Source: an optimization exercise on an open RTL-to-GDS flow (aim: small area, a short achievable clock period and few clock cycles). Production flows keep margins and buffers that such runs may drop. RTL that was checked went through simulation tests only; none was proved equivalent to the original. Power figures rest on the tool's default switching activity, not on a simulated workload.

== maple ==
Design nes_bankbus, start of the top module:
module nes_bankbus (
    input             clk,
    input             rst,
    input      [7:0]  cfg_song,
    input      [7:0]  cfg_region,
    input      [15:0] cfg_init_addr,
    input      [15:0] cfg_play_addr,
    input      [15:0] cfg_load_addr,
    input      [15:0] cfg_vec_nmi,
    input      [15:0] cfg_vec_irq,
    input      [63:0] cfg_bank_init,
    input      [20:0] cfg_file_len,
    input             req_valid,
    output reg        req_ready,
    input      [1:0]  req_op,       
    input      [15:0] req_addr,
    input      [7:0]  req_wdata,
    output reg        resp_valid,
    output reg [7:0]  resp_rdata,
    output reg        resp_err,
    output reg        fault,
    output reg        fault_io,
    output reg        apu_valid,
    output     [15:0] apu_addr,
    output     [7:0]  apu_data,
    output reg        mem_en,
    output reg        mem_we,
    output reg [16:0] mem_addr,
    output reg [7:0]  mem_wdata,
    input      [7:0]  mem_rdata,
    output reg        file_en,
    output reg [20:0] file_addr,
    input      [7:0]  file_rdata,
    input             file_bad
);
Size: ~2200 cells after synthesis, roughly 310 I/O pins, roughly 15000 um2 of cells after synthesis.
Settings: LEC_CHECK=0, ABC_AREA=1, CAP_MARGIN=20, CORE_MARGIN=2, CORE_UTILIZATION=40, PLACE_DENSITY=0.6, SLEW_MARGIN=20; clock period 12.0 ns.
standard.sh (not shown) runs the stock make flow with config.mk's settings and CLKGATE_MAP_FILE= SYNTH_SCRIPT=/design/flow/synth_recipe.tcl, a recipe that flattens the netlist after the stock synthesis.
==> flow/flow/run.sh <==
#!/bin/bash
# Standard ORFS layout, but the input and output port buffers are buf_1 cells
# instead of the default delay buffers, the clock tree uses clkbuf_8 buffers
# in clusters of 14 sinks without dummy loads, and timing repair aims for
# 8.4 ns of setup slack at the design's 12 ns clock. Each tool's output goes
# to a log here.
set -o pipefail
bash standard.sh "BUFFER_PORTS_ARGS=-buffer_cell sky130_fd_sc_hd__buf_1" \
  "CTS_ARGS=-sink_clustering_enable -repair_clock_nets -buf_list sky130_fd_sc_hd__clkbuf_8 -root_buf sky130_fd_sc_hd__clkbuf_8 -dont_use_dummy_load -sink_clustering_size 14 -sink_clustering_max_diameter 70" \
  "SETUP_SLACK_MARGIN=8.4" \
  finish > standard.log 2>&1
The flow did not stop early for maple: all stages ran, and the layout cleared the timing, DRC and antenna checks.
Testbench counts of maple, summed over its fixed seeds: cycles 545,789.
Input-level comparison between birch and maple:
--- a/flow/design.v
+++ b/flow/design.v
@@ -71,17 +71,20 @@
     reg [3:0]  win [0:7];
     reg [3:0]  lru [0:9];        
     reg [14:1] valid;            
     reg [3:0]  fnd;              
     reg        fres;             
     reg [3:0]  ffree;            
     reg [3:0]  fcach;            
     always @* req_ready = st[S_IDLE];
-    assign apu_addr  = {11'h200, mem_addr[4:0]};
+    reg [4:0] apu_a;
+    always @(posedge clk)
+        apu_a <= req_addr[4:0];
+    assign apu_addr  = {11'h200, apu_a};
     assign apu_data  = mem_wdata;
     integer i;
     reg [9:0] below;
     always @* begin
         below[0] = 1'b0;
         for (i = 1; i < 10; i = i + 1)
             below[i] = below[i-1] | (lru[i-1] == cs);
     end
--- outcome ---
- Going from maple to birch, number of vias per cell after detailed routing saw a decrease; sequential share of cell area saw a decrease; placed instance area saw an increase; last weighted congestion value of the routability-driven placer saw an increase; number of buffers created by CTS saw an increase.
- Critical path endpoint: apu_addr[0] -> maple, mem_addr[1] -> birch
- The highest layer used for signal routing comes out met4 in one run and met5 in the other, namely in birch and maple respectively.
No functional check of the RTL was part of birch.

========
== job 3324 ==
nes_bankbus, a different RTL version from the one above (not shown whole).
Size in the first run: roughly 1700 cells after synthesis, ~210 flip-flops, ~310 I/O pins.
Settings: LEC_CHECK=0, CAP_MARGIN=20, CORE_MARGIN=2, CORE_UTILIZATION=40, PLACE_DENSITY=0.6, SLEW_MARGIN=20; clock period 12.0 ns.
Scripts as last shown in full above: flow/flow/run.sh
For job 7377, these inputs were changed with respect to job 3324:
-- flow/design.v --
<<< job 3324, line 70
    reg [3:0]  count;            
    reg [3:0]  win [0:7];
    reg [7:0]  wflat;            
    reg [3:0]  lru [0:9];        
    reg [14:1] valid;            
>>> job 7377, line 70
    reg [3:0]  count;            
    reg [3:0]  win [0:7];
    reg [3:0]  lru [0:9];        
    reg [14:1] valid;            
<<< job 3324, line 118
    wire        q_bank  = (mem_addr[11:3] == 9'h1FF);    
    wire [3:0]  a_code  = win[a[14:12]];
    wire        a_slot  = a[15] && !wflat[a[14:12]];
    wire [2:0]  w_sel   = mem_addr[5:3];
    wire [3:0]  w_code  = win[w_sel];
>>> job 7377, line 117
    wire        q_bank  = (mem_addr[11:3] == 9'h1FF);    
    wire [3:0]  a_code  = win[a[14:12]];
    wire        a_slot  = a[15] && (a_code != 4'd15);
    wire [2:0]  w_sel   = mem_addr[5:3];
    wire [3:0]  w_code  = win[w_sel];
<<< job 3324, line 323
                    for (i = 0; i < 8; i = i + 1)
                        win[i] <= 4'd0;
                    wflat <= 8'h00;
                    kreg <= 3'd0;
                    mem_wdata <= cfg_bank_init[7:0];
>>> job 7377, line 322
                    for (i = 0; i < 8; i = i + 1)
                        win[i] <= 4'd0;
                    kreg <= 3'd0;
                    mem_wdata <= cfg_bank_init[7:0];
<<< job 3324, line 377
                cs <= fnd;
                win[kreg] <= fnd;
                wflat[kreg] <= 1'b0;
                touch_q <= 1'b1;
                if (more_init) begin
>>> job 7377, line 375
                cs <= fnd;
                win[kreg] <= fnd;
                touch_q <= 1'b1;
                if (more_init) begin
<<< job 3324, line 444
                for (i = 0; i < 8; i = i + 1)
                    win[i] <= 4'd15;
                wflat <= 8'hFF;
                resp_valid <= 1'b1;
                resp_err <= 1'b0;
>>> job 7377, line 441
                for (i = 0; i < 8; i = i + 1)
                    win[i] <= 4'd15;
                resp_valid <= 1'b1;
                resp_err <= 1'b0;
<<< job 3324, line 450
            end else begin
                win[kreg] <= cs;
                wflat[kreg] <= 1'b0;
                valid[cs] <= 1'b1;
                touch_q <= 1'b1;
>>> job 7377, line 446
            end else begin
                win[kreg] <= cs;
                valid[cs] <= 1'b1;
                touch_q <= 1'b1;
==> comparison <==
The run with more routed wire is job 3324, not job 7377.
In job 7377, wire length of the first global-routing pass is lower than in job 3324.
On highest attainable clock frequency, job 3324 and job 7377 are neck and neck.
Delta (job 7377 minus job 3324): non-clock buffer count now smaller, power share of the combinational group now larger, worst path buffer plus inverter count comparable, delay of the slowest critical-path stage now smaller, die area now smaller.
Summary of job 7377 over job 3324: post-cts sizing count down about 30%; final sum of negative setup slack level.
Relative to job 3324, multi-input combinational cell count has gone down in job 7377.
Depth of the worst hold-timing path is lower on job 3324
Testbench counts of job 7377, summed over its fixed seeds: cycles 545,789.
No functional check of the RTL was part of job 3324.

afterwards: timing with drivers on the ports:
How much do the figures lean on ideal ports? The routed layouts below were timed once more, with nothing changed but the port constraints. Step 1 assumes that a clkbuf_16 drives the clock port and a buf_2 every other input. Step 2 also shifts input and output timing later by t, the mid clock arrival at the registers, as if the neighbouring blocks saw the same clock. Three values: ideal, step 1, step 2; two values: the first two.
| run | t (ns) | slack for setup (ns) | worst register clock-pin slew, ns |
|---|---|---|---|
| maple | 0.589 | 8.351 / 8.296 / 7.951 | 0.11 / 0.11 |
| birch | 0.602 | 8.401 / 8.349 / 7.949 | 0.11 / 0.11 |
| job 3324 | 0.591 | 8.306 / 8.258 / 7.838 | 0.10 / 0.10 |
| job 7377 | 0.591 | 8.299 / 8.246 / 7.965 | 0.10 / 0.10 |
After both steps setup and hold are still met in every run listed. For job 3324, which loses most, drivers alone change the setup slack by -0.048 ns; drivers and shift together by -0.468 ns.
